Background: an optimization exercise with open tools, aiming at small area. Do not read the settings as production practice. The RTL was checked by simulation tests, not by an equivalence proof against the original design. In every run shown here, the design's own scripts or RTL, not TritonCTS, make the clock network. The clock port is modelled as an ideal driver, which makes a skipped or thinned clock tree look cheaper than it is; a real chip needs a root buffer or a tree. Power is estimated from default activity; no workload was simulated.

File: design/flow/design.v
module caa_decode (
    input  wire        rst,
    input  wire        cmd_valid,
    input  wire [23:0] cmd,
    input  wire [1:0]  st_q,       
    input  wire        halted,
    input  wire        in_rec,
    input  wire        in_idle,
    input  wire        rem0,       
    input  wire        rem1,       
    output wire        nrst,       
    output wire        fs,         
    output wire [2:0]  code,       
    output wire        do_start,
    output wire        do_begin,
    output wire        do_end,
    output wire        do_term,
    output wire        do_d1,      
    output wire        do_d2,      
    output wire        do_cs,      
    output wire        do_ld,      
    output wire        s_ahold,    
    output wire        s_chold,    
    output wire        s_ohold,    
    output wire        s_lhold,    
    output wire        s_nhold,    
    output wire [1:0]  st_d
);
    wire rz, len_bad, w_nop, w_start, w_begin, w_data, w_end, w_term, w_data2;
    caa_word u_word (
        .cmd(cmd), .rz(rz), .len_bad(len_bad), .w_nop(w_nop), .w_start(w_start),
        .w_begin(w_begin), .w_data(w_data), .w_end(w_end), .w_term(w_term),
        .w_data2(w_data2)
    );
    wire g_start, g_begin, g_d1, g_d2, g_end, g_term, g_any;
    caa_check u_check (
        .rz(rz), .len_bad(len_bad), .w_nop(w_nop), .w_start(w_start),
        .w_begin(w_begin), .w_data(w_data), .w_end(w_end), .w_term(w_term),
        .w_data2(w_data2), .in_rec(in_rec), .in_idle(in_idle), .rem0(rem0),
        .rem1(rem1), .g_start(g_start), .g_begin(g_begin), .g_d1(g_d1),
        .g_d2(g_d2), .g_end(g_end), .g_term(g_term), .g_any(g_any), .code(code)
    );
    caa_ctl u_ctl (
        .rst(rst), .cmd_valid(cmd_valid), .halted(halted), .st_q(st_q),
        .g_start(g_start), .g_begin(g_begin), .g_d1(g_d1), .g_d2(g_d2),
        .g_end(g_end), .g_term(g_term), .g_any(g_any), .nrst(nrst), .fs(fs),
        .do_start(do_start), .do_begin(do_begin), .do_end(do_end),
        .do_term(do_term), .do_d1(do_d1), .do_d2(do_d2), .do_cs(do_cs),
        .do_ld(do_ld), .s_ahold(s_ahold), .s_chold(s_chold), .s_ohold(s_ohold),
        .s_lhold(s_lhold), .s_nhold(s_nhold), .st_d(st_d)
    );
endmodule
module caa_word (
    input  wire [23:0] cmd,
    output wire        rz,
    output wire        len_bad,    
    output wire        w_nop,
    output wire        w_start,
    output wire        w_begin,
    output wire        w_data,
    output wire        w_end,
    output wire        w_term,
    output wire        w_data2
);
    wire [3:0] op = cmd[23:20];
    wire hz = (cmd[15:8] == 8'h00);
    wire lz = (cmd[7:0] == 8'h00);
    assign rz      = (cmd[19:16] == 4'h0);
    assign len_bad = (cmd[7:0] > 8'd24);
    assign w_nop   = (op == 4'h0) & hz & lz;
    assign w_start = (op == 4'h1);
    assign w_begin = (op == 4'h2) & hz;
    assign w_data  = (op == 4'h3) & hz;
    assign w_end   = (op == 4'h4) & hz & lz;
    assign w_term  = (op == 4'h5) & hz & lz;
    assign w_data2 = (op == 4'h6);
endmodule
module caa_check (
    input  wire       rz,
    input  wire       len_bad,
    input  wire       w_nop,
    input  wire       w_start,
    input  wire       w_begin,
    input  wire       w_data,
    input  wire       w_end,
    input  wire       w_term,
    input  wire       w_data2,
    input  wire       in_rec,
    input  wire       in_idle,
    input  wire       rem0,
    input  wire       rem1,
    output wire       g_start,
    output wire       g_begin,
    output wire       g_d1,
    output wire       g_d2,
    output wire       g_end,
    output wire       g_term,
    output wire       g_any,
    output wire [2:0] code
);
    assign g_start = rz & w_start & !in_rec;
    assign g_begin = rz & w_begin & in_idle & !len_bad;
    assign g_d1    = rz & w_data & in_rec & !rem0;
    assign g_d2    = rz & w_data2 & in_rec & !rem0 & !rem1;
    assign g_end   = rz & w_end & in_rec & rem0;
    assign g_term  = rz & w_term & in_idle;
    assign g_any   = (rz & w_nop) | g_start | g_begin | g_d1 | g_d2 | g_end | g_term;
    wire e_seq = (w_start & in_rec) | ((w_begin | w_term) & !in_idle) |
                 ((w_data | w_data2 | w_end) & !in_rec);
    wire e_len = w_begin & in_idle & len_bad;
    wire e_ovr = in_rec & ((w_data & rem0) | (w_data2 & (rem0 | rem1)));
    wire e_und = w_end & in_rec & !rem0;
    wire legal = rz & (w_nop | w_start | w_begin | w_data | w_end | w_term | w_data2);
    assign code[0] = !legal | (rz & (e_len | e_und));
    assign code[1] = rz & (e_seq | e_len);
    assign code[2] = rz & (e_ovr | e_und);
endmodule
module caa_ctl (
    input  wire       rst,
    input  wire       cmd_valid,
    input  wire       halted,
    input  wire [1:0] st_q,
    input  wire       g_start,
    input  wire       g_begin,
    input  wire       g_d1,
    input  wire       g_d2,
    input  wire       g_end,
    input  wire       g_term,
    input  wire       g_any,
    output wire       nrst,
    output wire       fs,
    output wire       do_start,
    output wire       do_begin,
    output wire       do_end,
    output wire       do_term,
    output wire       do_d1,
    output wire       do_d2,
    output wire       do_cs,
    output wire       do_ld,
    output wire       s_ahold,
    output wire       s_chold,
    output wire       s_ohold,
    output wire       s_lhold,
    output wire       s_nhold,
    output wire [1:0] st_d
);
    wire act = cmd_valid & !halted & !rst;
    assign nrst     = !rst;
    assign fs       = act & !g_any;
    assign do_start = act & g_start;
    assign do_begin = act & g_begin;
    assign do_end   = act & g_end;
    assign do_term  = act & g_term;
    assign do_d1    = act & g_d1;
    assign do_d2    = act & g_d2;
    assign do_cs    = act & (g_begin | g_d1 | g_d2 | g_term);
    assign do_ld    = act & (g_end | g_term);
    assign s_ahold = !rst & !(do_start | do_end);
    assign s_chold = !rst & !(do_start | do_cs);
    assign s_ohold = !rst & !do_ld;
    assign s_lhold = !rst & !(do_start | do_begin);
    assign s_nhold = !rst & !(do_start | do_begin | do_d1 | do_d2);
    wire ph_hold = !rst & !(do_start | do_begin | do_end | do_term);
    assign st_d[1] = do_ld | (st_q[1] & ph_hold);
    assign st_d[0] = do_begin | do_term | (st_q[0] & ph_hold);
endmodule
module caa_sel2 #(
    parameter W = 8
) (
    input  wire [W-1:0] a,
    input  wire         sa,
    input  wire [W-1:0] q,
    input  wire         sq,
    output wire [W-1:0] d
);
    assign d = (a & {W{sa}}) | (q & {W{sq}});
endmodule
module caa_sel3 #(
    parameter W = 8
) (
    input  wire [W-1:0] a,
    input  wire         sa,
    input  wire [W-1:0] b,
    input  wire         sb,
    input  wire [W-1:0] q,
    input  wire         sq,
    output wire [W-1:0] d
);
    assign d = (a & {W{sa}}) | (b & {W{sb}}) | (q & {W{sq}});
endmodule
module caa_sel3s (
    input  wire a,
    input  wire sa,
    input  wire b,
    input  wire sb,
    input  wire q,
    input  wire sq,
    input  wire nrst,
    output wire d
);
    assign d = (a & sa) | (b & sb) | (q & sq) | !nrst;
endmodule
module caa_add16 (
    input  wire [15:0] a,
    input  wire [4:0]  b,
    output wire [15:0] s
);
    wire [16:0] c;
    assign c[0] = 1'b0;
    genvar i;
    generate
        for (i = 0; i < 5; i = i + 1) begin : g_lo
            assign s[i]   = a[i] ^ b[i] ^ c[i];
            assign c[i+1] = (a[i] & b[i]) | (c[i] & (a[i] ^ b[i]));
        end
        for (i = 5; i < 16; i = i + 1) begin : g_hi
            assign s[i]   = a[i] ^ c[i];
            assign c[i+1] = a[i] & c[i];
        end
    endgenerate
endmodule
module caa_cntinc (
    input  wire [4:0] cnt,
    output wire [4:0] p1,
    output wire [4:0] p2
);
    assign p1 = cnt + 5'd1;
    assign p2 = cnt + 5'd2;
endmodule
module caa_csum_add (
    input  wire [7:0]  pa,
    input  wire [7:0]  pb,
    input  wire [7:0]  pc,
    input  wire [7:0]  hi,
    output wire [15:0] s
);
    wire [7:0] cs_s = pa ^ pb ^ pc;
    wire [7:0] cs_c = (pa & pb) | (pc & (pa ^ pb));
    wire [8:0] c;
    assign c[0] = 1'b0;
    assign s[0] = cs_s[0];
    assign c[1] = 1'b0;
    genvar i;
    generate
        for (i = 1; i < 8; i = i + 1) begin : g_lo
            assign s[i]   = cs_s[i] ^ cs_c[i-1] ^ c[i];
            assign c[i+1] = (cs_s[i] & cs_c[i-1]) | (c[i] & (cs_s[i] ^ cs_c[i-1]));
        end
    endgenerate
    wire [8:0] hc;
    wire [7:0] h1;
    assign hc[0] = cs_c[7];
    wire [7:0] ones;
    assign ones[0] = 1'b1;
    generate
        for (i = 0; i < 8; i = i + 1) begin : g_hi
            assign h1[i]   = hi[i] ^ hc[i];
            assign hc[i+1] = hi[i] & hc[i];
            if (i > 0) begin : g_ones
                assign ones[i] = ones[i-1] & h1[i-1];
            end
            assign s[8+i] = h1[i] ^ (ones[i] & c[8]);
        end
    endgenerate
endmodule
module caa_or3sel #(
    parameter W = 8
) (
    input  wire [W-1:0] c,
    input  wire [W-1:0] a,
    input  wire         sa,
    input  wire [W-1:0] b,
    input  wire         sb,
    output wire [W-1:0] d
);
    assign d = c | (a & {W{sa}}) | (b & {W{sb}});
endmodule
module caa_state (
    input  wire [1:0] st_q,
    input  wire [2:0] err_q,
    input  wire [4:0] cnt_q,
    input  wire [4:0] cnt_p1,
    input  wire [4:0] len_q,
    output wire       halted,
    output wire       in_rec,
    output wire       in_idle,
    output wire       rem0,
    output wire       rem1
);
    assign halted  = |err_q;
    assign in_rec  = !st_q[1] & st_q[0];
    assign in_idle = !st_q[0];
    assign rem0 = (cnt_q == len_q);
    assign rem1 = (cnt_p1 == len_q);
endmodule
module caa (
    input  wire        clk,
    input  wire        rst,
    input  wire        cmd_valid,
    input  wire [23:0] cmd,
    output wire [15:0] cursor_o,
    output wire [15:0] csum_o,
    output wire [15:0] total_o,
    output wire [7:0]  rec_len_o,
    output wire [15:0] rec_addr_o,
    output wire [15:0] rec_csum_o,
    output wire        rec_valid_o,
    output wire [23:0] status_o,
    output wire        err_o,
    output wire [23:0] fcmd_o
);
    reg [15:0] addr_q;
    reg [15:0] csum_q;
    reg [4:0]  len_q;
    reg [4:0]  cnt_q;
    reg [1:0]  st_q;        
    reg [15:0] total_q;
    reg [4:0]  out_len_q;
    reg [15:0] out_addr_q;
    reg [15:0] out_csum_q;
    reg [2:0]  err_q;
    reg [23:0] fcmd_q;
    wire [4:0] cnt_p1, cnt_p2;
    caa_cntinc u_cnt (.cnt(cnt_q), .p1(cnt_p1), .p2(cnt_p2));
    wire nrst, fs, do_start, do_begin, do_end, do_term, do_d1, do_d2, do_cs, do_ld;
    wire s_ahold, s_chold, s_ohold, s_lhold, s_nhold;
    wire [2:0] code;
    wire [1:0] st_d;
    wire halted, in_rec, in_idle, rem0, rem1;
    caa_state u_st (
        .st_q(st_q), .err_q(err_q), .cnt_q(cnt_q), .cnt_p1(cnt_p1), .len_q(len_q),
        .halted(halted), .in_rec(in_rec), .in_idle(in_idle), .rem0(rem0), .rem1(rem1)
    );
    caa_decode u_dec (
        .rst(rst), .cmd_valid(cmd_valid), .cmd(cmd), .st_q(st_q),
        .halted(halted), .in_rec(in_rec), .in_idle(in_idle), .rem0(rem0), .rem1(rem1),
        .nrst(nrst), .fs(fs), .code(code),
        .do_start(do_start), .do_begin(do_begin), .do_end(do_end),
        .do_term(do_term), .do_d1(do_d1), .do_d2(do_d2), .do_cs(do_cs),
        .do_ld(do_ld), .s_ahold(s_ahold), .s_chold(s_chold), .s_ohold(s_ohold),
        .s_lhold(s_lhold), .s_nhold(s_nhold), .st_d(st_d)
    );
    wire [15:0] addr_adv, total_adv;
    caa_add16 u_aadd (.a(addr_q),  .b(len_q), .s(addr_adv));
    caa_add16 u_tadd (.a(total_q), .b(len_q), .s(total_adv));
    wire [1:0] phase = {st_q[1] & st_q[0], in_rec};
    wire sel_t  = !in_rec & cmd[20];
    wire sel_a  = !in_rec & !cmd[20];
    wire [7:0] pa, pb;
    caa_sel3 #(8) u_pa (.a(csum_q[7:0]), .sa(in_rec), .b(total_q[7:0]), .sb(sel_t),
                        .q(addr_q[7:0]), .sq(sel_a), .d(pa));
    caa_or3sel #(8) u_pb (.c(cmd[15:8]), .a(total_q[15:8]), .sa(sel_t),
                          .b(addr_q[15:8]), .sb(sel_a), .d(pb));
    wire [15:0] sum;
    caa_csum_add u_sum (.pa(pa), .pb(pb), .pc(cmd[7:0]), .hi(csum_q[15:8] & {8{in_rec}}),
                        .s(sum));
    wire [15:0] addr_d, total_d, csum_d, out_addr_d, out_csum_d;
    wire [4:0]  len_d, cnt_d, out_len_d;
    wire [2:0]  err_d;
    wire [23:0] fcmd_d;
    caa_sel3 #(9) u_addr_lo (.a(cmd[8:0]), .sa(do_start), .b(addr_adv[8:0]), .sb(do_end),
                             .q(addr_q[8:0]), .sq(s_ahold), .d(addr_d[8:0]));
    caa_sel3s     u_addr_9  (.a(cmd[9]), .sa(do_start), .b(addr_adv[9]), .sb(do_end),
                             .q(addr_q[9]), .sq(s_ahold), .nrst(nrst), .d(addr_d[9]));
    caa_sel3 #(6) u_addr_hi (.a(cmd[15:10]), .sa(do_start), .b(addr_adv[15:10]), .sb(do_end),
                             .q(addr_q[15:10]), .sq(s_ahold), .d(addr_d[15:10]));
    caa_sel2 #(16) u_total (.a(total_adv), .sa(do_end), .q(total_q), .sq(s_ahold), .d(total_d));
    caa_sel2 #(16) u_csum  (.a(sum), .sa(do_cs), .q(csum_q), .sq(s_chold), .d(csum_d));
    caa_sel2 #(16) u_ocsum (.a(sum), .sa(do_ld), .q(out_csum_q), .sq(s_ohold), .d(out_csum_d));
    caa_sel3 #(16) u_oaddr (.a(addr_q), .sa(do_end), .b(total_q), .sb(do_term),
                            .q(out_addr_q), .sq(s_ohold), .d(out_addr_d));
    caa_sel2 #(5)  u_olen  (.a(len_q), .sa(do_end), .q(out_len_q), .sq(s_ohold), .d(out_len_d));
    caa_sel2 #(5)  u_len   (.a(cmd[4:0]), .sa(do_begin), .q(len_q), .sq(s_lhold), .d(len_d));
    caa_sel3 #(5)  u_cntd  (.a(cnt_p1), .sa(do_d1), .b(cnt_p2), .sb(do_d2),
                            .q(cnt_q), .sq(s_nhold), .d(cnt_d));
    caa_sel2 #(3)  u_err   (.a(code), .sa(fs), .q(err_q), .sq(nrst), .d(err_d));
    caa_sel2 #(24) u_fcmd  (.a(cmd), .sa(fs), .q(fcmd_q), .sq(nrst), .d(fcmd_d));
    always @(posedge clk) begin
        addr_q      <= addr_d;
        total_q     <= total_d;
        csum_q      <= csum_d;
        len_q       <= len_d;
        cnt_q       <= cnt_d;
        st_q        <= st_d;
        out_len_q   <= out_len_d;
        out_addr_q  <= out_addr_d;
        out_csum_q  <= out_csum_d;
        err_q       <= err_d;
        fcmd_q      <= fcmd_d;
    end
    assign cursor_o    = addr_q;
    assign csum_o      = csum_q;
    assign total_o     = total_q;
    assign rec_len_o   = {3'b000, out_len_q};
    assign rec_addr_o  = out_addr_q;
    assign rec_csum_o  = out_csum_q;
    assign rec_valid_o = st_q[1];
    assign err_o       = halted;
    assign fcmd_o      = fcmd_q;
    assign status_o    = {3'b000, len_q, 3'b000, cnt_q, 1'b1, err_q, halted,
                          st_q[1], phase};
endmodule
File: design/flow/config.mk
export PLATFORM = sky130hd
export DESIGN_NAME = caa
export DESIGN_NICKNAME = caa
export VERILOG_FILES = /design/flow/design.v
export SDC_FILE = /design/flow/constraint.sdc
export NUM_CORES = 4
export LEC_CHECK = 0
export CAP_MARGIN = 0
export CORE_MARGIN = 2
export CORE_UTILIZATION = 40
export SLEW_MARGIN = 0
export SYNTH_HIERARCHICAL = 1
File: design/flow/constraint.sdc
create_clock -name core_clock -period 5.0 [get_ports {clk}]
set_input_delay 1.0000 -clock core_clock [delete_from_list [all_inputs] [get_ports {clk}]]
set_output_delay 1.0000 -clock core_clock [all_outputs]
set_load 0.01 [all_outputs]
File: design/flow/standard.sh
#!/bin/bash
# synth_recipe.tcl (not shown) runs the flow's synth.tcl, then flattens the netlist and writes it again
# the make line also repeats each setting of config.mk as NAME=value (left out here)
make -C /OpenROAD-flow-scripts/flow DESIGN_CONFIG=/design/flow/config.mk WORK_HOME=/design/flow/orfs CLKGATE_MAP_FILE= SYNTH_SCRIPT=/design/flow/synth_recipe.tcl "${@:-finish}"
File: design/flow/flow/cts_pre.tcl
# Replaces TritonCTS with a two-level clock tree: the flip-flops are split by
# position into CTS_K groups (recursive median cuts), each driven by one
# CTS_LEAF_BUF placed at its group's centroid; the leaf buffers are driven by
# the clock port, or by one CTS_ROOT_BUF when CTS_ROOT_BUF is set.
proc my_split { items k } {
  # items: list of {iterm x y}; split into k groups by alternating median cuts
  if { $k <= 1 || [llength $items] <= 1 } { return [list $items] }
  set xs [lmap it $items {lindex $it 1}]
  set ys [lmap it $items {lindex $it 2}]
  set w [expr {[tcl::mathfunc::max {*}$xs] - [tcl::mathfunc::min {*}$xs]}]
  set h [expr {[tcl::mathfunc::max {*}$ys] - [tcl::mathfunc::min {*}$ys]}]
  set idx [expr {$w >= $h ? 1 : 2}]
  set sorted [lsort -integer -index $idx $items]
  set k1 [expr {$k / 2}]
  set k2 [expr {$k - $k1}]
  set n1 [expr {int(round([llength $sorted] * double($k1) / $k))}]
  set a [lrange $sorted 0 [expr {$n1 - 1}]]
  set b [lrange $sorted $n1 end]
  return [concat [my_split $a $k1] [my_split $b $k2]]
}

proc clock_tree_synthesis { args } {
  set db [ord::get_db]
  set block [ord::get_db_block]
  set clk_net [$block findNet $::env(CTS_CLK_NET)]
  set k $::env(CTS_K)
  set leaf_master [$db findMaster $::env(CTS_LEAF_BUF)]
  set items {}
  foreach it [$clk_net getITerms] {
    set inst [$it getInst]
    set bb [$inst getBBox]
    set x [expr {([$bb xMin] + [$bb xMax]) / 2}]
    set y [expr {([$bb yMin] + [$bb yMax]) / 2}]
    lappend items [list $it $x $y]
  }
  puts "my_cts: [llength $items] sinks, $k groups of $::env(CTS_LEAF_BUF)"
  set drv_net $clk_net
  if { [info exists ::env(CTS_ROOT_BUF)] && $::env(CTS_ROOT_BUF) ne "" } {
    set root [odb::dbInst_create $block [$db findMaster $::env(CTS_ROOT_BUF)] clkbuf_root]
    set root_net [odb::dbNet_create $block clknet_root]
    $root_net setSigType CLOCK
    [$root findITerm A] connect $clk_net
    [$root findITerm X] connect $root_net
    set drv_net $root_net
    set rx 0; set ry 0
  }
  set groups [my_split $items $k]
  set i 0
  set cxs {}; set cys {}
  foreach g $groups {
    set buf [odb::dbInst_create $block $leaf_master clkbuf_leaf_$i]
    set net [odb::dbNet_create $block clknet_leaf_$i]
    $net setSigType CLOCK
    set sx 0; set sy 0
    foreach it $g {
      set iterm [lindex $it 0]
      $iterm disconnect
      $iterm connect $net
      incr sx [lindex $it 1]; incr sy [lindex $it 2]
    }
    set cx [expr {$sx / [llength $g]}]
    set cy [expr {$sy / [llength $g]}]
    lappend cxs $cx; lappend cys $cy
    [$buf findITerm A] connect $drv_net
    [$buf findITerm X] connect $net
    $buf setLocation $cx $cy
    $buf setPlacementStatus PLACED
    puts "my_cts: leaf $i drives [llength $g] sinks at ($cx, $cy)"
    incr i
  }
  if { $drv_net ne $clk_net } {
    set n [llength $cxs]
    set rx [expr {int([tcl::mathop::+ {*}$cxs] / $n)}]
    set ry [expr {int([tcl::mathop::+ {*}$cys] / $n)}]
    $root setLocation $rx $ry
    $root setPlacementStatus PLACED
  }
  set_propagated_clock [all_clocks]
}
File: design/flow/flow/run.sh
#!/bin/bash
# The standard ORFS layout (standard.sh) with two changes: small port
# buffers (buf_1) and, in place of TritonCTS, the two-level clock tree of
# flow/cts_pre.tcl. ORFS writes each tool's log under orfs/logs; make's own
# output goes to standard.log.
set -e
bash standard.sh BUFFER_PORTS_ARGS="-buffer_cell sky130_fd_sc_hd__buf_1" \
  PRE_CTS_TCL="$PWD/flow/cts_pre.tcl" CTS_CLK_NET=clk CTS_K=4 \
  CTS_LEAF_BUF=sky130_fd_sc_hd__clkbuf_16 CTS_ROOT_BUF="sky130_fd_sc_hd__clkbuf_8" \
  finish > standard.log 2>&1
==> results.sh, run 1 <==
export IMPL_num_antenna_cells=0
export IMPL_gp_congestion=0.889
export IMPL_hold_class="reg2reg"
export IMPL_status="no timing/DRC/antenna violations"
export IMPL_via_count=5005
export IMPL_yosysSeqAreaShare_pct=40.7
export IMPL_initial_core_util_pct=40.6
export IMPL_synth_top_area_share_pct=40.7
export IMPL_dpl_hpwl_um=12600
export IMPL_fin_crit_ns=4.81
export IMPL_clkTransAtPathRegs_ns=0.12
export IMPL_route_detailed_vias_per_inst=5.69
export IMPL_worstPathRequired_ns=5.30
export IMPL_setup_ws_ns=0.192
export IMPL_dieArea_mm2=0.0163
export IMPL_final_max_slew_viol_count=0
export IMPL_start_kind="primary input"
export IMPL_peakVddDrop_mv=0.164
export IMPL_core_area_mm2=0.0150
export IMPL_register_area_mm2=0.00248
export IMPL_ys_top_cells_by_count="dfxtp_1 (124), a22o_1 (63), inv_1 (59)"
export IMPL_yosys_warnings=7
export IMPL_cp_cell_sequence="buf_1 -> nor2_1 -> a221o_1 -> fa_1 -> ha_2 -> fa_2 -> fa_2 -> fa_2 -> fa_2 -> fa_2 -> inv_2 -> fa_2 -> and4b_2 -> nand3_1 -> xnor2_1 -> a22o_1"
export IMPL_die_x_um=128
export IMPL_criticalPathCategory="in2reg"
export IMPL_grt_usage_pct=19.5
export IMPL_grt_pass1_vias=4638
export IMPL_synth_seq_cells=124
export IMPL_multi_input_area_mm2=0.00309
export IMPL_num_rows=45
export IMPL_dr_pass1_iters=7
export IMPL_final_setup_skew_ns=0.00987
export IMPL_setup_viol=0
export IMPL_max_stage_delay_ns=0.43
export IMPL_synth_edf_count=0
export IMPL_yosysMostFrequentCell="dfxtp_1"
export IMPL_yosysTopAreaCell="dfxtp_1"
export IMPL_grt_pass1_wl_um=25800
export IMPL_power_density_mw_per_mm2=240
export IMPL_finalCritPeriodShare_pct=96.2
export IMPL_synth_cell_type_count=49
export IMPL_p_leak_uw=0.00319
export IMPL_crit_path_frequent_cell="fa_2"
export IMPL_wl_um=16900
export IMPL_postPlaceCellArea_mm2=0.00674
export IMPL_synth_ff_type="dfxtp_1"
export IMPL_io_buffers=154
export IMPL_utilization_pct=45.7
export IMPL_maxCapViolCount=0
export IMPL_setup_worst_path_end_class="register"
export IMPL_final_area_mm2=0.00687
export IMPL_overflow=0
export IMPL_tightest_slew_ns=1.00
export IMPL_maxSlewHeadroom_pct=33.3
export IMPL_p_comb_share_pct=10.0
export IMPL_die_y_um=128
export IMPL_nNetsFinal=775
export IMPL_finalHoldViolations=0
export IMPL_p_int_uw=1230
export IMPL_worstPathMaxFanout=6
export IMPL_drtIter0Drc=561
export IMPL_synth_avg_cell_area_um2=11.2
export IMPL_ioPinCount=165
export IMPL_ys_top_cells_by_area="dfxtp_1 (41%), a22o_1 (9.0%), a222oi_1 (7.2%), fa_1 (7.2%), ha_1 (6.8%)"
export IMPL_grt_max_degree=38
export IMPL_crit_arrival_ns=5.10
export IMPL_fmax_mhz=208
export IMPL_ctsHoldBuffers=0
export IMPL_clkPwrFrac_pct=28.3
export IMPL_antenna_found_initial=0
export IMPL_switching_share_pct=25.3
export IMPL_area_growth_pct=12.6
export IMPL_drive_above_1_share_pct=11.0
export IMPL_wl_per_cell_um=19.2
export IMPL_syn_inst=545
export IMPL_n_fill_cell=1446
export IMPL_crit_slowest_cell="fa_1"
export IMPL_dpl_worst_slack_ns=-0.367
export IMPL_rsz0062_at_grt="false"
export IMPL_worstSkewPairLatency_ns=0.40
export IMPL_seqPwrFrac_pct=61.6
export IMPL_async_reset_ff_share_pct=0
export IMPL_ant_nets=0
export IMPL_power_net_switching_uw=417
export IMPL_remaining_drc_errors=0
export IMPL_syn_area_mm2=0.00611
cells in the final DEF, fill, tap and decap left out, drive strengths merged, types with 2 or more instances in the layout:
cell / count
buf: 174
dfxtp: 124
a22o: 85
inv: 59
a222oi: 44
ha: 33
fa: 22
and2: 16
xnor2: 14
nor2: 13
nand3: 12
xor2: 11
conb: 10
nand2: 10
a221o: 8
nor4: 8
nor3: 7
clkbuf: 5
a21oi: 4
and4b: 3
o21ai: 3
nor2b: 3
a22oi: 2
and3: 2
a211oi: 2
or3: 2
or2: 2
nand2b: 2
o21a: 2
cells by family after synthesis:
| logic type | share of synthesized area, % |
|---|---|
| simple gates | 8.67 |
| buf+inv | 10.0 |
| compound gates | 23.0 |
| flops | 40.7 |
| fa+ha+maj | 14.0 |
| other cells | 0.123 |
| xor+xnor | 3.59 |
worst paths after layout:
check	start	end	slack [ns]	cells past startpoint
setup / recovery	cmd[20]	csum_q[13]	0.19	16
hold / removal	fcmd_q[6]	fcmd_q[6]	0.48	1
setup reg to reg	len_q[0]	addr_q[15]	0.31	18
hold reg to reg	fcmd_q[6]	fcmd_q[6]	0.48	1
final cells by class:
cell class,instances,share of cell area [%]
Tap cell,188,3.42
Sequential cell,124,36.1
Buffer,5,1.66
Timing Repair Buffer,174,10.6
Inverter,59,3.22
Multi-Input combinational cell,329,45.0
metal layers:
metal	vias to the layer above	global-route usage, %	wire, µm
met5	-	0	0
met4	0	3.17	301
met3	21	1.97	1150
met2	204	32.1	7810
met1	2453	28.2	7630
li1	2327	-	-
critical path, delay by kind of cell:
kind	cells	cell delay, ns
AND/OR/NAND/NOR	3	0.80
AO/OA/AOI/OAI	2	0.50
XOR/XNOR	1	0.09
buffers and inverters	2	0.18
adder cells (fa/ha/maj)	8	2.53
what timing repair did:
action | CTS | global route
setup buffers | 0 | 1
endpoints found under the setup margin | 0 | 15
resized for setup | 0 | 3
modules after synthesis, one instance, submodules excluded, a selection:
module,copies in the design,flops+latches,area (µm²),cells
caa_add16,2,0,226,16
caa_check,1,0,161,25
caa_cntinc,1,0,97.6,13
caa_csum_add,1,0,549,49
caa_ctl,1,0,179,26
caa_sel3s,1,0,16.3,3
caa_state,1,0,131,17
caa_word,1,0,128,23
power by group through the flow:
| stage | logic, µW | registers [µW] | clock network [µW] |
|---|---|---|---|
| 2_1_floorplan | 104 | 1050 | 0 |
| 3_3_place_gp | 164 | 1040 | 0 |
| 3_5_place_dp | 166 | 1040 | 0 |
| 4_1_cts | 167 | 1020 | 480 |
| 5_1_grt | 183 | 1020 | 511 |
| 6_report | 166 | 1020 | 467 |
per-stage QoR:
| step | hold slack [ns] | total power, µW | std cells | TNS [ns] |
|---|---|---|---|---|
| 2_1_floorplan | 0.446 | 1150 | 553 | -0.0206 |
| 3_3_place_gp | 0.446 | 1200 | 873 | -2.18 |
| 3_5_place_dp | 0.452 | 1210 | 873 | -4.49 |
| 4_1_cts | 0.487 | 1660 | 878 | 0 |
| 5_1_grt | 0.504 | 1710 | 879 | 0 |
| 6_report | 0.485 | 1650 | 879 | 0 |
sequential cells by signal, summed over array words and instances (netlist names), 3 cells and up:
name	cells
out_len_q	5
out_addr_q	16
addr_q	16
len_q	5
total_q	16
cnt_q	5
fcmd_q	24
err_q	3
csum_q	16
out_csum_q	16
==> run 2, diff against run 1 <==
==> design/flow/config.mk (replaced) <==
export PLATFORM = sky130hd
export DESIGN_NAME = caa
export DESIGN_NICKNAME = caa
export VERILOG_FILES = /design/flow/design.v
export SDC_FILE = /design/flow/constraint.sdc
export NUM_CORES = 4
export LEC_CHECK = 0
export CAP_MARGIN = 20
export CORE_MARGIN = 2
export CORE_UTILIZATION = 50
export SLEW_MARGIN = 20
export SYNTH_HIERARCHICAL = 1
==> run 2 against run 1 <==
Effect of this change:
- clock power decreased by 2%
- largest cell class unchanged
- combinational power increased by 3%
- synthesized cell count unchanged
- setup slack got worse by 0.024 ns
- critical path type unchanged
==> results.sh, run 2 <==
export IMPL_yosysSeqAreaShare_pct=40.7
export IMPL_synth_ff_type="dfxtp_1"
export IMPL_die_y_um=115
export IMPL_dieArea_mm2=0.0131
export IMPL_p_int_uw=1240
export IMPL_status="no timing/DRC/antenna violations"
export IMPL_ant_nets=0
export IMPL_post_cts_setup_buffers=0
export IMPL_route_detailed_vias_per_inst=5.90
export IMPL_multi_input_area_mm2=0.00309
export IMPL_synth_avg_cell_area_um2=11.2
export IMPL_gp_congestion=0.892
export IMPL_grt_usage_pct=23.8
export IMPL_maxCapViolCount=0
export IMPL_power_net_switching_uw=411
export IMPL_synth_cell_type_count=49
export IMPL_ioPinCount=165
export IMPL_layout_commonest_cell="buf_1"
export IMPL_wl_per_cell_um=19.4
export IMPL_worstSkewPairLatency_ns=0.39
export IMPL_power_density_mw_per_mm2=241
export IMPL_peakVddDrop_mv=0.182
export IMPL_hold_class="reg2reg"
export IMPL_async_reset_ff_share_pct=0
export IMPL_setup_worst_path_end_class="register"
export IMPL_worstPathMaxFanout=6
export IMPL_synth_xor_area_share_pct=3.59
export IMPL_p_comb_share_pct=10.4
export IMPL_final_max_slew_viol_count=0
export IMPL_fin_crit_ns=4.83
export IMPL_crit_start="cmd[20]"
export IMPL_initial_core_util_pct=51.0
export IMPL_antenna_found_initial=0
export IMPL_final_cell_mix="buf_1 (154), dfxtp_1 (124), a22o_1 (63)"
export IMPL_top_register="fcmd_q"
export IMPL_synth_top_area_share_pct=40.7
export IMPL_yosys_warnings=7
export IMPL_ff2ff_path_depth=18
export IMPL_yosysTopAreaCell="dfxtp_1"
export IMPL_ys_top_cells_by_count="dfxtp_1 (124), a22o_1 (63), inv_1 (59)"
export IMPL_num_antenna_cells=0
export IMPL_final_setup_skew_ns=0.0103
export IMPL_nNetsFinal=778
export IMPL_fmax_mhz=207
export IMPL_worstPathRequired_ns=5.29
export IMPL_n_fill_cell=1066
export IMPL_synth_seq_cells=124
export IMPL_criticalPathCategory="in2reg"
export IMPL_syn_area_mm2=0.00611
export IMPL_dpl_hpwl_um=12100
export IMPL_yosysMostFrequentCell="dfxtp_1"
export IMPL_drive_above_1_share_pct=11.2
export IMPL_die_x_um=115
export IMPL_tightest_slew_ns=0.960
export IMPL_drtIter0Drc=465
export IMPL_ys_top_cells_by_area="dfxtp_1 (41%), a22o_1 (9.0%), a222oi_1 (7.2%), fa_1 (7.2%), ha_1 (6.8%)"
export IMPL_r2r_start="st_q[0]"
export IMPL_clkTransAtPathRegs_ns=0.11
export IMPL_start_kind="primary input"
export IMPL_postPlaceCellArea_mm2=0.00672
export IMPL_seqPwrFrac_pct=61.8
export IMPL_synth_mux_area_fraction_pct=0
export IMPL_grt_pass1_wl_um=25200
export IMPL_wl_um=16300
export IMPL_crit_arrival_ns=5.12
export IMPL_synth_compound_area_share_pct=23.0
export IMPL_grt_pass1_vias=4536
export IMPL_worst_hold_startpoint="out_addr_q[6]"
export IMPL_register_area_mm2=0.00248
export IMPL_grt_max_degree=38
export IMPL_remaining_drc_errors=0
export IMPL_synth_top_family_by_area="compound AO/OA/AOI/OAI gates"
export IMPL_num_rows=40
export IMPL_largest_reg_flops=24
export IMPL_setup_viol=0
export IMPL_rsz0062_at_grt="false"
export IMPL_io_buffers=154
export IMPL_overflow=0
export IMPL_dr_pass1_iters=9
export IMPL_final_area_mm2=0.00684
export IMPL_switching_share_pct=25.0
export IMPL_syn_inst=545
export IMPL_finalCritPeriodShare_pct=96.6
export IMPL_core_area_mm2=0.0120
export IMPL_ctsHoldBuffers=0
export IMPL_holdPathStages=2
export IMPL_utilization_pct=57.2
export IMPL_synth_edf_count=0
export IMPL_clkPwrFrac_pct=27.9
export IMPL_maxSlewHeadroom_pct=35.9
export IMPL_area_growth_pct=12.0
export IMPL_p_leak_uw=0.00321
export IMPL_via_count=4961
export IMPL_cts_resized=0
export IMPL_synthAdderAreaFrac_pct=14.0
export IMPL_synthSimpleGateAreaFrac_pct=8.67
export IMPL_finalHoldViolations=0
## run 2: critical path, cell delays in order
cell and delay [ns]:
buf_1 0.13, nor2b_2 0.22, a222oi_1 0.30, inv_1 0.10, fa_1 0.45, ha_2 0.20, fa_2 0.34, fa_2 0.35
fa_2 0.35, fa_2 0.34, fa_2 0.34, inv_2 0.06, fa_2 0.20, and4b_1 0.29, nand3_4 0.11, xnor2_2 0.07
a22o_2 0.26
## run 2: area by class of cell
| class | count | area share, % |
|---|---|---|
| Multi-Input combinational cell | 329 | 45.1 |
| Sequential cell | 124 | 36.3 |
| Timing Repair Buffer | 177 | 11.0 |
| Inverter | 59 | 3.24 |
| Tap cell | 147 | 2.69 |
| Buffer | 5 | 1.67 |
## run 2: per-layer routing
metal,global-route usage [%],wire length [µm]
met4,2.68,206
met3,2.44,1210
met5,0,0
met1,36.4,7450
met2,37.6,7460
## run 2: path summary, 6_finish.rpt
kind	slack, ns	endpoint
worst max register to register	0.28	out_csum_q[15]
worst max-delay path	0.17	out_csum_q[15]
worst min register to register	0.48	out_addr_q[6]
worst min-delay path	0.48	out_addr_q[6]
## run 2: modules after synthesis (local to each module, per instance), a selection
module | cell area (µm²) | cells
caa_check | 161 | 25
caa_add16 | 226 | 16
caa | 2650 | 150
caa_cntinc | 97.6 | 13
caa_sel3s | 16.3 | 3
caa_csum_add | 549 | 49
caa_state | 131 | 17
caa_ctl | 179 | 26
caa_word | 128 | 23
## run 2: per-stage QoR
stage               cells  setup slack [ns]  power, µW  hold slack, ns  setup TNS (ns)
floorplan             553          -0.00661       1150           0.446         -0.0206
global placement      836            -0.211       1210           0.443           -2.44
detailed placement    836            -0.345       1210           0.454           -4.54
CTS                   841            0.0791       1660           0.483               0
global route          841           0.00787       1710           0.504               0
finish                841             0.168       1650           0.478               0
## run 2: cells by family (layout without fill, tap and decap cells)
group / Yosys count / after routing
adders and majority gates: 55 / 55
DFF: 124 / 124
AOI/OAI and AO/OA: 152 / 152
buffers and inverters: 100 / 241
xor gates and xnor gates: 25 / 25
and+or+nand+nor: 87 / 87
other: 2 / 10
## run 2: power by group through the flow
stage	logic (µW)	clock network [µW]	registers (µW)
CTS	171	469	1020
finish	171	459	1020
floorplan	104	0	1050
global route	187	504	1020
detailed placement	171	0	1040
global placement	168	0	1040
==> run 3, diff against run 2 <==
--- a/design/flow/flow/run.sh
+++ b/design/flow/flow/run.sh
@@ -5,6 +5,6 @@
 # output goes to standard.log.
 set -e
 bash standard.sh BUFFER_PORTS_ARGS="-buffer_cell sky130_fd_sc_hd__buf_1" \
-  PRE_CTS_TCL="$PWD/flow/cts_pre.tcl" CTS_CLK_NET=clk CTS_K=4 \
+  PRE_CTS_TCL="$PWD/flow/cts_pre.tcl" CTS_CLK_NET=clk CTS_K=5 \
   CTS_LEAF_BUF=sky130_fd_sc_hd__clkbuf_16 CTS_ROOT_BUF="sky130_fd_sc_hd__clkbuf_8" \
   finish > standard.log 2>&1
--- a/design/flow/config.mk
+++ b/design/flow/config.mk
@@ -7,6 +7,6 @@
 export LEC_CHECK = 0
 export CAP_MARGIN = 20
 export CORE_MARGIN = 2
-export CORE_UTILIZATION = 50
+export CORE_UTILIZATION = 40
 export SLEW_MARGIN = 20
 export SYNTH_HIERARCHICAL = 1
==> run 3 against run 2 <==
Effect of this change:
- cell count grew 4.6%
- synthesized cell count is the same
- combinational power shrank 3%
- flip-flop and latch count is the same
- synthesized area is the same
- die area grew 24%
- final area grew 0.88%
- global-route usage shrank 4.2 points
- critical endpoint is now csum_q[13]
- largest cell class unchanged
- highest routed layer unchanged
==> results.sh, run 3 <==
export IMPL_status="no timing/DRC/antenna violations"
export IMPL_finalHoldViolations=0
export IMPL_yosysTopAreaCell="dfxtp_1"
export IMPL_final_setup_skew_ns=0.0173
export IMPL_grt_pass1_vias=4662
export IMPL_num_antenna_cells=0
export IMPL_die_y_um=128
export IMPL_setup_tns_ns=0
export IMPL_grt_usage_pct=19.6
export IMPL_layout_commonest_cell="buf_1"
export IMPL_worstPathRequired_ns=5.28
export IMPL_wl_um=16900
export IMPL_core_area_mm2=0.0150
export IMPL_ant_nets=0
export IMPL_setup_worst_path_end_class="register"
export IMPL_grt_pass1_wl_um=25900
export IMPL_finalCritPeriodShare_pct=96.4
export IMPL_tightest_slew_ns=0.979
export IMPL_crit_slowest_cell="fa_1"
export IMPL_synth_seq_cells=124
export IMPL_remaining_drc_errors=0
export IMPL_register_area_mm2=0.00248
export IMPL_worstPathMaxFanout=6
export IMPL_syn_inst=545
export IMPL_drive_above_1_share_pct=11.1
export IMPL_p_total_uw=1680
export IMPL_syn_area_mm2=0.00611
export IMPL_crit_arrival_ns=5.10
export IMPL_area_growth_pct=13.0
export IMPL_clkTransAtPathRegs_ns=0.09
export IMPL_rsz0062_at_grt="false"
export IMPL_synth_edf_count=0
export IMPL_fin_cells=880
export IMPL_yosys_warnings=7
export IMPL_io_buffers=154
export IMPL_cp_cell_sequence="buf_1 -> nor2_1 -> a221o_1 -> fa_1 -> ha_2 -> fa_2 -> fa_2 -> fa_2 -> fa_2 -> fa_2 -> inv_2 -> fa_2 -> and4b_2 -> nand3_1 -> xnor2_1 -> a22o_1"
export IMPL_ioPinCount=165
export IMPL_fin_crit_ns=4.82
export IMPL_ys_top_cells_by_count="dfxtp_1 (124), a22o_1 (63), inv_1 (59)"
export IMPL_p_leak_uw=0.00320
export IMPL_antenna_found_initial=0
export IMPL_start_kind="primary input"
export IMPL_num_rows=45
export IMPL_via_count=5026
export IMPL_dr_pass1_iters=7
export IMPL_wl_per_cell_um=19.2
export IMPL_fmax_mhz=208
export IMPL_synth_top_area_share_pct=40.7
export IMPL_setup_ws_ns=0.181
export IMPL_gp_congestion=0.889
export IMPL_peakVddDrop_mv=0.215
export IMPL_ys_top_cells_by_area="dfxtp_1 (41%), a22o_1 (9.0%), a222oi_1 (7.2%), fa_1 (7.2%), ha_1 (6.8%)"
export IMPL_hold_class="reg2reg"
export IMPL_nNetsFinal=776
export IMPL_final_cell_mix="buf_1 (154), dfxtp_1 (124), a22o_1 (63)"
export IMPL_maxCapViolCount=0
export IMPL_crit_path_frequent_cell="fa_2"
export IMPL_synth_avg_cell_area_um2=11.2
export IMPL_n_fill_cell=1442
export IMPL_synth_cell_type_count=49
export IMPL_max_stage_delay_ns=0.43
export IMPL_setup_viol=0
export IMPL_worstSkewPairLatency_ns=0.39
export IMPL_route_detailed_vias_per_inst=5.71
export IMPL_yosysSeqAreaShare_pct=40.7
export IMPL_die_x_um=128
export IMPL_async_reset_ff_share_pct=0
export IMPL_criticalPathCategory="in2reg"
export IMPL_overflow=0
export IMPL_post_place_cells=873
export IMPL_top_register="fcmd_q"
export IMPL_utilization_pct=45.9
export IMPL_multi_input_area_mm2=0.00309
export IMPL_yosysMostFrequentCell="dfxtp_1"
export IMPL_dpl_worst_slack_ns=-0.367
export IMPL_largest_reg_flops=24
export IMPL_final_max_slew_viol_count=0
export IMPL_dieArea_mm2=0.0163
export IMPL_initial_core_util_pct=40.6
export IMPL_drtIter0Drc=517
export IMPL_power_density_mw_per_mm2=244
export IMPL_maxSlewHeadroom_pct=34.7
export IMPL_synth_ff_type="dfxtp_1"
export IMPL_grt_max_degree=38
export IMPL_dpl_hpwl_um=12600
-- run 3: final timing paths --
kind / depth (start not counted) / endpoint / startpoint / slack (ns)
hold reg to reg: 1 / out_len_q[0] / out_len_q[0] / 0.48
hold / removal: 1 / out_len_q[0] / out_len_q[0] / 0.48
setup reg to reg: 17 / csum_q[13] / st_q[0] / 0.31
setup / recovery: 16 / csum_q[13] / cmd[20] / 0.18
-- run 3: metal layers --
layer | vias up | global-route usage, % | part of all wire (%)
li1 | 2320 | - | -
met1 | 2458 | 28.3 | 44
met2 | 230 | 32.3 | 47
met3 | 18 | 2.30 | 7.3
met4 | 0 | 2.91 | 1.5
met5 | - | 0 | 0
-- run 3: modules after synthesis, one instance, submodules excluded, a selection --
module      times used  cells
caa_ctl              1     26
caa_sel3s            1      3
caa_state            1     17
caa_add16            2     16
caa_check            1     25
caa                  1    150
caa_cntinc           1     13
-- run 3: worst max-delay path, delay by kind of cell --
family	cells	cell delay, ns
AO/OA/AOI/OAI	2	0.50
XOR/XNOR	1	0.08
AND/OR/NAND/NOR	3	0.80
buffers and inverters	2	0.18
adder cells (fa/ha/maj)	8	2.53
-- run 3: stage by stage --
step           hold WS [ns]  instance area (µm²)
2_1_floorplan         0.446                 6180
3_3_place_gp          0.446                 6740
3_5_place_dp          0.452                 6740
4_1_cts               0.480                 6880
5_1_grt               0.499                 6900
6_report              0.479                 6900
-- run 3: cell type report --
type / instances / share of cell area (%)
tap: 188 / 3.41
buffer: 6 / 2.01
timing repair buffer: 174 / 10.6
sequential: 124 / 36.0
inverter: 59 / 3.21
multi-input combinational: 329 / 44.8
-- run 3: cell families after synthesis --
family	Yosys count	synth area share (%)
adders and majority gates	55	14.0
and+or+nand+nor	87	8.67
DFF	124	40.7
buffers and inverters	100	10.0
other	2	0.123
AOI/OAI and AO/OA	152	23.0
xor gates and xnor gates	25	3.59
-- run 3: power breakdown --
group	internal (µW)	switching (µW)	leakage, µW	total (µW)
combinational	61.5	104	0.00213	166
sequential	1010	11.3	0.00100	1020
clock	199	302	0.0000688	501
total	1270	418	0.00320	1680
-- run 3: what timing repair did --
action                                  in CTS  in global routing
hold buffers                                 0                  0
resized for setup                            0                  3
endpoints found under the setup margin       0                 16
buffers inserted                             0                  1
==> run 4, diff against run 3 <==
--- a/design/flow/flow/run.sh
+++ b/design/flow/flow/run.sh
@@ -5,6 +5,6 @@
 # output goes to standard.log.
 set -e
 bash standard.sh BUFFER_PORTS_ARGS="-buffer_cell sky130_fd_sc_hd__buf_1" \
-  PRE_CTS_TCL="$PWD/flow/cts_pre.tcl" CTS_CLK_NET=clk CTS_K=5 \
+  PRE_CTS_TCL="$PWD/flow/cts_pre.tcl" CTS_CLK_NET=clk CTS_K=4 \
   CTS_LEAF_BUF=sky130_fd_sc_hd__clkbuf_16 CTS_ROOT_BUF="sky130_fd_sc_hd__clkbuf_8" \
   finish > standard.log 2>&1
--- a/design/flow/config.mk
+++ b/design/flow/config.mk
@@ -8,5 +8,6 @@
 export CAP_MARGIN = 20
 export CORE_MARGIN = 2
 export CORE_UTILIZATION = 40
+export PLACE_DENSITY = 0.45
 export SLEW_MARGIN = 20
 export SYNTH_HIERARCHICAL = 1
==> run 4 against run 3 <==
Effect of this change:
- sequential power barely moved
- cell count is 0.45% higher
- clock skew fell by 0.0072 ns
- still clean
==> results.sh, run 4 <==
export IMPL_ioPinCount=165
export IMPL_wl_per_cell_um=19.8
export IMPL_fin_crit_ns=4.79
export IMPL_maxCapViolCount=0
export IMPL_ys_top_cells_by_area="dfxtp_1 (41%), a22o_1 (9.0%), a222oi_1 (7.2%), fa_1 (7.2%), ha_1 (6.8%)"
export IMPL_worst_hold_startpoint="out_addr_q[7]"
export IMPL_ys_top_cells_by_count="dfxtp_1 (124), a22o_1 (63), inv_1 (59)"
export IMPL_io_buffers=154
export IMPL_dieArea_mm2=0.0163
export IMPL_synth_avg_cell_area_um2=11.2
export IMPL_nNetsFinal=780
export IMPL_synth_top_area_share_pct=40.7
export IMPL_cp_cell_sequence="buf_1 -> nor2b_4 -> a222oi_1 -> inv_1 -> fa_1 -> ha_2 -> fa_2 -> fa_2 -> fa_2 -> fa_2 -> fa_2 -> inv_2 -> fa_2 -> and4b_1 -> nand3_1 -> xnor2_1 -> a22o_1"
export IMPL_yosys_warnings=7
export IMPL_criticalPathCategory="in2reg"
export IMPL_crit_arrival_ns=5.09
export IMPL_busiest_layer="met2"
export IMPL_final_max_slew_viol_count=0
export IMPL_hold_class="reg2reg"
export IMPL_top_register="fcmd_q"
export IMPL_area_growth_pct=13.3
export IMPL_grt_pass1_vias=4633
export IMPL_crit_start="cmd[20]"
export IMPL_worstSkewPairLatency_ns=0.39
export IMPL_power_density_mw_per_mm2=240
export IMPL_crit_slowest_cell="fa_1"
export IMPL_async_reset_ff_share_pct=0
export IMPL_die_x_um=128
export IMPL_die_y_um=128
export IMPL_num_rows=45
export IMPL_wl_um=17500
export IMPL_overflow=0
export IMPL_num_antenna_cells=0
export IMPL_crit_path_frequent_cell="fa_2"
export IMPL_drive_above_1_share_pct=11.8
export IMPL_setup_worst_path_end_class="register"
export IMPL_fmax_mhz=209
export IMPL_utilization_pct=46.0
export IMPL_synth_edf_count=0
export IMPL_final_area_mm2=0.00692
export IMPL_postPlaceCellArea_mm2=0.00679
export IMPL_dr_pass1_iters=7
export IMPL_finalCritPeriodShare_pct=95.9
export IMPL_critPathTopFamily="adder cells"
export IMPL_setup_viol=0
export IMPL_r2r_start="st_q[0]"
export IMPL_gp_congestion=0.852
export IMPL_maxSlewHeadroom_pct=35.4
export IMPL_start_kind="primary input"
export IMPL_use_met2_pct=32.7
export IMPL_dpl_hpwl_um=13000
export IMPL_grt_pass1_wl_um=26800
export IMPL_ctsHoldBuffers=0
export IMPL_antenna_found_initial=0
export IMPL_final_setup_skew_ns=0.0101
export IMPL_yosysMostFrequentCell="dfxtp_1"
export IMPL_worstPathRequired_ns=5.30
export IMPL_final_cell_mix="buf_1 (154), dfxtp_1 (124), a22o_1 (63)"
export IMPL_met3_usage_pct=2.01
export IMPL_initial_core_util_pct=40.6
export IMPL_synth_seq_cells=124
export IMPL_core_area_mm2=0.0150
export IMPL_remaining_drc_errors=0
export IMPL_rsz0062_at_grt="false"
export IMPL_syn_area_mm2=0.00611
export IMPL_grt_max_degree=38
export IMPL_largest_reg_flops=24
export IMPL_layout_commonest_cell="buf_1"
export IMPL_worstPathMaxFanout=7
export IMPL_crit_buf_inv=3
export IMPL_synth_ff_type="dfxtp_1"
export IMPL_syn_inst=545
export IMPL_finalHoldViolations=0
export IMPL_drtIter0Drc=417
export IMPL_via_count=4938
export IMPL_synth_cell_type_count=49
export IMPL_yosysSeqAreaShare_pct=40.7
export IMPL_peakVddDrop_mv=0.205
export IMPL_grt_usage_pct=20.6
export IMPL_yosysTopAreaCell="dfxtp_1"
export IMPL_met1_usage_pct=30.7
export IMPL_tightest_slew_ns=0.969
export IMPL_ant_nets=0
export IMPL_status="no timing/DRC/antenna violations"
export IMPL_p_leak_uw=0.00322
export IMPL_clkTransAtPathRegs_ns=0.12
export IMPL_max_stage_delay_ns=0.45
export IMPL_route_detailed_vias_per_inst=5.59
export IMPL_hold_ws_ns=0.475
==> run 4: worst min-delay path: stages, from the launching register on <==
cell,delay [ns]
dfxtp_1,0.34
a222oi_1,0.06
inv_1,0.05
==> run 4: kinds of logic (layout without fill, tap and decap cells) <==
logic type / count (synthesis) / after routing / share of synthesized area, %
buffers and inverters: 100 / 243 / 10.0
and+or+nand+nor: 87 / 87 / 8.67
AOI/OAI and AO/OA: 152 / 152 / 23.0
other: 2 / 10 / 0.123
DFF: 124 / 124 / 40.7
adders and majority gates: 55 / 55 / 14.0
xor gates and xnor gates: 25 / 25 / 3.59
==> run 4: through the flow <==
step | std cells | power [µW] | setup TNS, ns | setup slack (ns)
after floorplan | 553 | 1150 | -0.0206 | -0.00661
after global placement | 879 | 1210 | -3.93 | -0.306
after detailed placement | 879 | 1220 | -6.09 | -0.441
after CTS | 884 | 1680 | 0 | 0.131
after global routing | 884 | 1730 | 0 | 0.0105
final | 884 | 1660 | 0 | 0.207
==> run 4: area by class of cell <==
class	instances	area, µm²
Fill cell	1466	8120
Multi-Input combinational cell	329	3100
Sequential cell	124	2480
Timing Repair Buffer	179	766
Tap cell	188	235
Inverter	59	221
Buffer	5	114
==> run 4: report_power, final <==
group | total, µW | internal [µW] | switching [µW] | leakage, µW
Sequential | 1020 | 1010 | 11.4 | 0.00100
Combinational | 176 | 66.5 | 109 | 0.00216
Clock | 463 | 165 | 298 | 0.0000565
==> run 4: per-layer routing <==
metal | wire (µm) | vias up
met4 | 349 | 0
met2 | 7800 | 187
met3 | 1200 | 21
li1 | - | 2327
met5 | 0 | -
met1 | 8140 | 2403
==> run 4: worst paths after layout <==
| kind | end | slack [ns] | depth (start not counted) |
|---|---|---|---|
| max | csum_q[13] | 0.21 | 17 |
| min | out_addr_q[7] | 0.48 | 2 |
| max reg2reg | csum_q[13] | 0.23 | 18 |
| min reg2reg | out_addr_q[7] | 0.48 | 2 |
==> run 4: repair_timing <==
action,in CTS,in global routing
gates cloned,0,0
setup buffers,0,0
setup endpoints to repair,4,5
gates resized for setup,1,2
==> run 4: Yosys stat by module, one instance, submodules excluded, a selection <==
module	area (µm²)	copies in the design
caa_ctl	179	1
caa_check	161	1
caa_sel3s	16.3	1
caa_word	128	1
caa_cntinc	97.6	1
caa	2650	1
==> run 5, diff against run 4 <==
--- a/design/flow/config.mk
+++ b/design/flow/config.mk
@@ -8,6 +8,6 @@
 export CAP_MARGIN = 20
 export CORE_MARGIN = 2
 export CORE_UTILIZATION = 40
-export PLACE_DENSITY = 0.45
+export PLACE_DENSITY = 0.8
 export SLEW_MARGIN = 20
 export SYNTH_HIERARCHICAL = 1
==> run 5 against run 4 <==
Effect of this change:
- largest power group unchanged
- wire length shrank 4.2%
- first-iteration DRC count is 26% higher
- critical path type unchanged
- sequential share of layout area up 0.10 points
- utilization fell by 0.13 points
- still clean
- highest routed layer unchanged
- largest cell class unchanged
- clock skew is essentially flat
- via count grew 1.6%
- critical path depth decreased by 1
- maximum frequency down 1.1%
==> results.sh, run 5 <==
export IMPL_status="no timing/DRC/antenna violations"
export IMPL_synth_edf_count=0
export IMPL_synthSimpleGateAreaFrac_pct=8.67
export IMPL_crit_arrival_ns=5.13
export IMPL_yosysMostFrequentCell="dfxtp_1"
export IMPL_wl_per_cell_um=19.0
export IMPL_worstPathRequired_ns=5.29
export IMPL_gp_congestion=0.871
export IMPL_critPathTopFamily="adder cells"
export IMPL_ys_top_cells_by_area="dfxtp_1 (41%), a22o_1 (9.0%), a222oi_1 (7.2%), fa_1 (7.2%), ha_1 (6.8%)"
export IMPL_syn_inst=545
export IMPL_power_density_mw_per_mm2=238
export IMPL_layout_commonest_cell="buf_1"
export IMPL_hold_ws_ns=0.477
export IMPL_num_antenna_cells=0
export IMPL_maxSlewHeadroom_pct=35.9
export IMPL_finalHoldViolations=0
export IMPL_criticalPathCategory="in2reg"
export IMPL_syn_area_mm2=0.00611
export IMPL_yosys_warnings=7
export IMPL_post_cts_setup_buffers=0
export IMPL_setup_viol=0
export IMPL_num_rows=45
export IMPL_synth_top_area_share_pct=40.7
export IMPL_die_x_um=128
export IMPL_worstSkewPairLatency_ns=0.38
export IMPL_setup_tns_ns=0
export IMPL_nNetsFinal=778
export IMPL_p_leak_uw=0.00321
export IMPL_dieArea_mm2=0.0163
export IMPL_maxCapViolCount=0
export IMPL_grt_max_degree=54
export IMPL_remaining_drc_errors=0
export IMPL_grt_pass1_vias=4664
export IMPL_antenna_found_initial=0
export IMPL_ant_nets=0
export IMPL_synth_top_family_by_area="compound AO/OA/AOI/OAI gates"
export IMPL_dpl_hpwl_um=12500
export IMPL_drive_above_1_share_pct=11.4
export IMPL_utilization_pct=45.9
export IMPL_worstPathMaxFanout=6
export IMPL_route_detailed_vias_per_inst=5.69
export IMPL_initial_core_util_pct=40.6
export IMPL_clkTransAtPathRegs_ns=0.11
export IMPL_overflow=0
export IMPL_fmax_mhz=206
export IMPL_via_count=5016
export IMPL_core_area_mm2=0.0150
export IMPL_crit_slowest_cell="fa_1"
export IMPL_cp_cell_sequence="buf_1 -> nor2_1 -> a221o_1 -> fa_1 -> ha_2 -> fa_2 -> fa_2 -> fa_2 -> fa_2 -> fa_2 -> inv_2 -> fa_2 -> and4b_1 -> nand2_1 -> xnor2_1 -> a22o_1"
export IMPL_die_y_um=128
export IMPL_tightest_slew_ns=0.961
export IMPL_n_fill_cell=1405
export IMPL_top_register="fcmd_q"
export IMPL_wl_um=16800
export IMPL_yosysSeqAreaShare_pct=40.7
export IMPL_ioPinCount=165
export IMPL_dr_pass1_iters=8
export IMPL_drtIter0Drc=525
export IMPL_setup_ws_ns=0.152
export IMPL_yosysTopAreaCell="dfxtp_1"
export IMPL_synth_mux_area_fraction_pct=0
export IMPL_area_growth_pct=12.9
export IMPL_hold_class="reg2reg"
export IMPL_synth_xor_area_share_pct=3.59
export IMPL_final_setup_skew_ns=0.0103
export IMPL_io_buffers=154
export IMPL_peakVddDrop_mv=0.174
export IMPL_crit_buf_inv=2
export IMPL_synth_seq_cells=124
export IMPL_synth_cell_type_count=49
export IMPL_synthAdderAreaFrac_pct=14.0
export IMPL_crit_path_frequent_cell="fa_2"
export IMPL_final_max_slew_viol_count=0
export IMPL_async_reset_ff_share_pct=0
export IMPL_start_kind="primary input"
export IMPL_ys_top_cells_by_count="dfxtp_1 (124), a22o_1 (63), inv_1 (59)"
export IMPL_fin_crit_ns=4.85
export IMPL_max_stage_delay_ns=0.43
export IMPL_largest_reg_flops=24
export IMPL_finalCritPeriodShare_pct=97.0
export IMPL_dpl_worst_slack_ns=-0.371
export IMPL_synth_avg_cell_area_um2=11.2
export IMPL_final_cell_mix="buf_1 (154), dfxtp_1 (124), a22o_1 (63)"
export IMPL_synth_compound_area_share_pct=23.0
export IMPL_grt_pass1_wl_um=26000
export IMPL_rsz0062_at_grt="false"
export IMPL_setup_worst_path_end_class="register"
export IMPL_grt_usage_pct=19.6
export IMPL_synth_ff_type="dfxtp_1"
==> run 5: cell counts after synthesis <==
Identical to the previous run, type by type.
==> run 5: cell type report <==
class	count	area (µm²)	area share, %
well taps	188	235	3.41
multi-input cells	329	3090	44.8
repair buffers	177	751	10.9
flip-flops and latches	124	2480	36.0
plain buffers	5	114	1.65
inverters	59	221	3.21
==> run 5: repair_timing <==
item                                    4_1_cts  5_1_grt
hold buffers                                  0        0
gates resized for setup                       0        1
endpoints found under the setup margin        0       10
==> run 5: worst reg2reg max path, stage by stage (launching register included) <==
cell	delay (ns)
dfxtp_1	0.36
inv_1	0.16
nor2_2	0.09
buf_4	0.23
a222oi_1	0.36
inv_1	0.09
fa_1	0.45
ha_2	0.20
fa_2	0.34
fa_2	0.35
fa_2	0.34
fa_2	0.34
fa_2	0.34
inv_2	0.06
fa_2	0.19
and4b_1	0.29
nand2_1	0.13
xnor2_1	0.10
a22o_1	0.23
==> run 5: metrics by stage <==
| stage | cells | cell area (µm²) | power (µW) |
|---|---|---|---|
| after CTS | 882 | 6890 | 1660 |
| after detailed placement | 877 | 6780 | 1210 |
| after global placement | 877 | 6770 | 1210 |
| after global routing | 882 | 6900 | 1720 |
| final | 882 | 6900 | 1640 |
| after floorplan | 553 | 6180 | 1150 |
==> run 5: kinds of logic after synthesis <==
| kind of cell | count (synthesis) |
|---|---|
| buf+inv | 100 |
| simple gates | 87 |
| other cells | 2 |
| fa+ha+maj | 55 |
| compound gates | 152 |
| xor+xnor | 25 |
| flops | 124 |
==> run 5: path summary, 6_finish.rpt <==
check | startpoint | endpoint | slack [ns] | cells after the start
hold / removal | out_addr_q[5] | out_addr_q[5] | 0.48 | 2
setup / recovery | cmd[20] | csum_q[12] | 0.15 | 16
setup reg to reg | st_q[0] | csum_q[12] | 0.28 | 18
hold reg to reg | out_addr_q[5] | out_addr_q[5] | 0.48 | 2
==> run 5: power breakdown <==
part | switching, µW | internal [µW] | leakage (µW)
Clock | 290 | 165 | 0.0000565
Combinational | 107 | 63.8 | 0.00214
Sequential | 10.9 | 1010 | 0.00100
Total | 408 | 1230 | 0.00321
==> run 5: routing by layer <==
layer  routed length, µm  GRT usage (%)
met1                7340           28.1
met2                7790           32.6
met3                1260           1.88
met4                 370           3.94
met5                   0              0
==> run 5: per-module statistics from Yosys (local to each module, per instance), a selection <==
| module | area [µm²] | copies in the design |
|---|---|---|
| caa_check | 161 | 1 |
| caa_add16 | 226 | 2 |
| caa_state | 131 | 1 |
| caa_sel3s | 16.3 | 1 |
| caa_cntinc | 97.6 | 1 |
| caa | 2650 | 1 |
==> run 6, diff against run 5 <==
--- a/design/flow/config.mk
+++ b/design/flow/config.mk
@@ -8,6 +8,5 @@
 export CAP_MARGIN = 20
 export CORE_MARGIN = 2
 export CORE_UTILIZATION = 40
-export PLACE_DENSITY = 0.8
 export SLEW_MARGIN = 20
 export SYNTH_HIERARCHICAL = 1
==> run 6 against run 5 <==
Effect of this change:
- still clean on timing, DRC and antenna
- utilization decreased by 0.15 points
- clock power rose by 2%
- wire length is 0.78% higher
- final area decreased by 0.33%
- synthesized cell count did not move
- global-route usage is 0.16 points lower
- cell count down 0.34%
- clock skew about the same
- first-iteration DRC count is 6.9% higher
- synthesized area unchanged
- critical path depth stayed put
- critical endpoint is now csum_q[13]
- largest cell class unchanged
- largest power group unchanged
==> results.sh, run 6 <==
export IMPL_status="no timing/DRC/antenna violations"
export IMPL_ys_top_cells_by_count="dfxtp_1 (124), a22o_1 (63), inv_1 (59)"
export IMPL_dr_pass1_iters=7
export IMPL_route_detailed_vias_per_inst=5.69
export IMPL_yosysTopAreaCell="dfxtp_1"
export IMPL_ant_nets=0
export IMPL_power_density_mw_per_mm2=240
export IMPL_hold_class="reg2reg"
export IMPL_io_buffers=154
export IMPL_tightest_slew_ns=1.00
export IMPL_remaining_drc_errors=0
export IMPL_synth_edf_count=0
export IMPL_rsz0062_at_grt="false"
export IMPL_maxCapViolCount=0
export IMPL_utilization_pct=45.7
export IMPL_syn_area_mm2=0.00611
export IMPL_postPlaceCellArea_mm2=0.00674
export IMPL_grt_pass1_vias=4638
export IMPL_wl_um=16900
export IMPL_worstSkewPairLatency_ns=0.40
export IMPL_grt_max_degree=38
export IMPL_drtIter0Drc=561
export IMPL_criticalPathCategory="in2reg"
export IMPL_finalCritPeriodShare_pct=96.2
export IMPL_endpoint="csum_q[13]"
export IMPL_setup_viol=0
export IMPL_yosysSeqAreaShare_pct=40.7
export IMPL_peakVddDrop_mv=0.164
export IMPL_synth_avg_cell_area_um2=11.2
export IMPL_fin_crit_ns=4.81
export IMPL_dpl_hpwl_um=12600
export IMPL_final_area_mm2=0.00687
export IMPL_top_register="fcmd_q"
export IMPL_syn_inst=545
export IMPL_antenna_found_initial=0
export IMPL_synth_ff_type="dfxtp_1"
export IMPL_ys_top_cells_by_area="dfxtp_1 (41%), a22o_1 (9.0%), a222oi_1 (7.2%), fa_1 (7.2%), ha_1 (6.8%)"
export IMPL_core_area_mm2=0.0150
export IMPL_initial_core_util_pct=40.6
export IMPL_final_max_slew_viol_count=0
export IMPL_die_y_um=128
export IMPL_ff2ff_path_depth=18
export IMPL_final_cell_mix="buf_1 (154), dfxtp_1 (124), a22o_1 (63)"
export IMPL_fmax_mhz=208
export IMPL_nNetsFinal=775
export IMPL_grt_pass1_wl_um=25800
export IMPL_synth_seq_cells=124
export IMPL_ff2ff_setup_slack_ns=0.31
export IMPL_synth_cell_type_count=49
export IMPL_final_setup_skew_ns=0.00987
export IMPL_grt_usage_pct=19.5
export IMPL_maxSlewHeadroom_pct=33.3
export IMPL_ioPinCount=165
export IMPL_via_count=5005
export IMPL_dieArea_mm2=0.0163
export IMPL_n_fill_cell=1446
export IMPL_num_antenna_cells=0
export IMPL_gp_congestion=0.889
export IMPL_worstPathRequired_ns=5.30
export IMPL_largest_reg_flops=24
export IMPL_synth_top_area_share_pct=40.7
export IMPL_drive_above_1_share_pct=11.0
export IMPL_worstPathMaxFanout=6
export IMPL_r2r_start="len_q[0]"
export IMPL_layout_commonest_cell="buf_1"
export IMPL_yosysMostFrequentCell="dfxtp_1"
export IMPL_clkTransAtPathRegs_ns=0.12
export IMPL_area_growth_pct=12.6
export IMPL_setup_tns_ns=0
export IMPL_crit_arrival_ns=5.10
export IMPL_die_x_um=128
export IMPL_crit_start="cmd[20]"
export IMPL_rr_endpoint="addr_q[15]"
export IMPL_setup_worst_path_end_class="register"
export IMPL_overflow=0
export IMPL_async_reset_ff_share_pct=0
export IMPL_wl_per_cell_um=19.2
export IMPL_p_leak_uw=0.00319
export IMPL_num_rows=45
export IMPL_start_kind="primary input"
export IMPL_yosys_warnings=7
export IMPL_finalHoldViolations=0
run 6: changes by cell type in the layout (fill, tap and decap cells not counted), sizes merged:
cell / delta
buf: -3
run 6: worst min path at each step:
| stage | from | end | slack (ns) | cells after the start |
|---|---|---|---|---|
| 6_report | fcmd_q[6] | fcmd_q[6] | 0.48 | 1 |
| 5_1_grt | out_csum_q[15] | out_csum_q[15] | 0.50 | 1 |
| 4_1_cts | out_len_q[0] | out_len_q[0] | 0.49 | 1 |
| 3_5_place_dp | fcmd_q[7] | fcmd_q[7] | 0.45 | 1 |
| 3_3_place_gp | out_addr_q[12] | out_addr_q[12] | 0.45 | 2 |
| 2_1_floorplan | st_q[0] | st_q[0] | 0.45 | 1 |
run 6: per-layer routing:
metal	vias up	GRT usage, %	wire, µm
li1	2327	-	-
met1	2453	28.2	7630
met2	204	32.1	7810
met3	21	1.97	1150
met4	0	3.17	301
met5	-	0	0
run 6: modules after synthesis, one instance, submodules excluded, a selection:
module | cells inside | copies in the design
caa | 150 | 1
caa_add16 | 16 | 2
caa_sel3s | 3 | 1
caa_state | 17 | 1
caa_word | 23 | 1
caa_csum_add | 49 | 1
caa_check | 25 | 1
caa_ctl | 26 | 1
run 6: per-stage QoR:
stage               setup WS [ns]  hold slack, ns  total power, µW  instances
detailed placement         -0.367           0.452             1210        873
global placement           -0.201           0.446             1200        873
floorplan                -0.00661           0.446             1150        553
finish                      0.192           0.485             1650        879
global route               0.0201           0.504             1710        879
CTS                        0.0434           0.487             1660        878
run 6: what timing repair did:
item / CTS / global route
endpoints found under the setup margin: 0 / 15
gates resized for setup: 0 / 3
setup buffers: 0 / 1
hold buffers: 0 / 0
run 6: logic make-up after synthesis:
| family | share of synthesized area [%] |
|---|---|
| buffers and inverters | 10.0 |
| xor gates and xnor gates | 3.59 |
| and+or+nand+nor | 8.67 |
| DFF | 40.7 |
| other | 0.123 |
| adders and majority gates | 14.0 |
| AOI/OAI and AO/OA | 23.0 |
run 6: final cells by class:
class                           count  area [µm²]  share of cell area, %
Multi-Input combinational cell    329        3090                   45.0
Sequential cell                   124        2480                   36.1
Timing Repair Buffer              174         728                   10.6
Tap cell                          188         235                   3.42
Inverter                           59         221                   3.22
Buffer                              5         114                   1.66
run 6: report_power, final:
part           leakage (µW)  total (µW)  internal (µW)  switching (µW)
registers           0.00100        1020           1010            11.3
logic               0.00213         166           61.5             104
clock network     0.0000565         467            165             302
run 6: critical path: stages:
cell,delay [ns]
buf_1,0.12
nor2_1,0.39
a221o_1,0.26
fa_1,0.43
ha_2,0.20
fa_2,0.34
fa_2,0.35
fa_2,0.34
fa_2,0.34
fa_2,0.34
inv_2,0.06
fa_2,0.19
and4b_2,0.29
nand3_1,0.12
xnor2_1,0.09
a22o_1,0.24

-- afterwards: timing with drivers on the ports --
In the flow no input, the clock included, has a driving cell. The finished layouts below were timed again as built, in two steps. Step 1 sets driving cells, clkbuf_16 on the clock port and buf_2 on the other inputs (assumed; they add their load-dependent delay and slew). Step 2 moves the port delays by t, midway between the first and last clock arrival at a register: inputs arrive t later, outputs are due t later. That takes back most of the time a late clock gives input paths. a / b / c = no drivers / after step 1 / after step 2; a / b = the first two.
| run | t, ns | slack for setup (ns) | latest minus earliest clock arrival (ns) | pins driven straight from the clock port |
|---|---|---|---|---|
| run 1 | 0.435 | 0.192 / 0.207 / -0.228 | 0.010 / 0.010 | 1 |
| run 2 | 0.427 | 0.168 / 0.180 / -0.247 | 0.010 / 0.011 | 1 |
| run 3 | 0.421 | 0.181 / 0.195 / -0.226 | 0.018 / 0.018 | 1 |
| run 4 | 0.425 | 0.207 / 0.212 / -0.213 | 0.010 / 0.010 | 1 |
| run 5 | 0.411 | 0.152 / 0.169 / -0.242 | 0.011 / 0.010 | 1 |
| run 6 | 0.435 | 0.192 / 0.207 / -0.228 | 0.010 / 0.010 | 1 |
Met with ideal ports but missed after step 2: setup timing in every run listed.
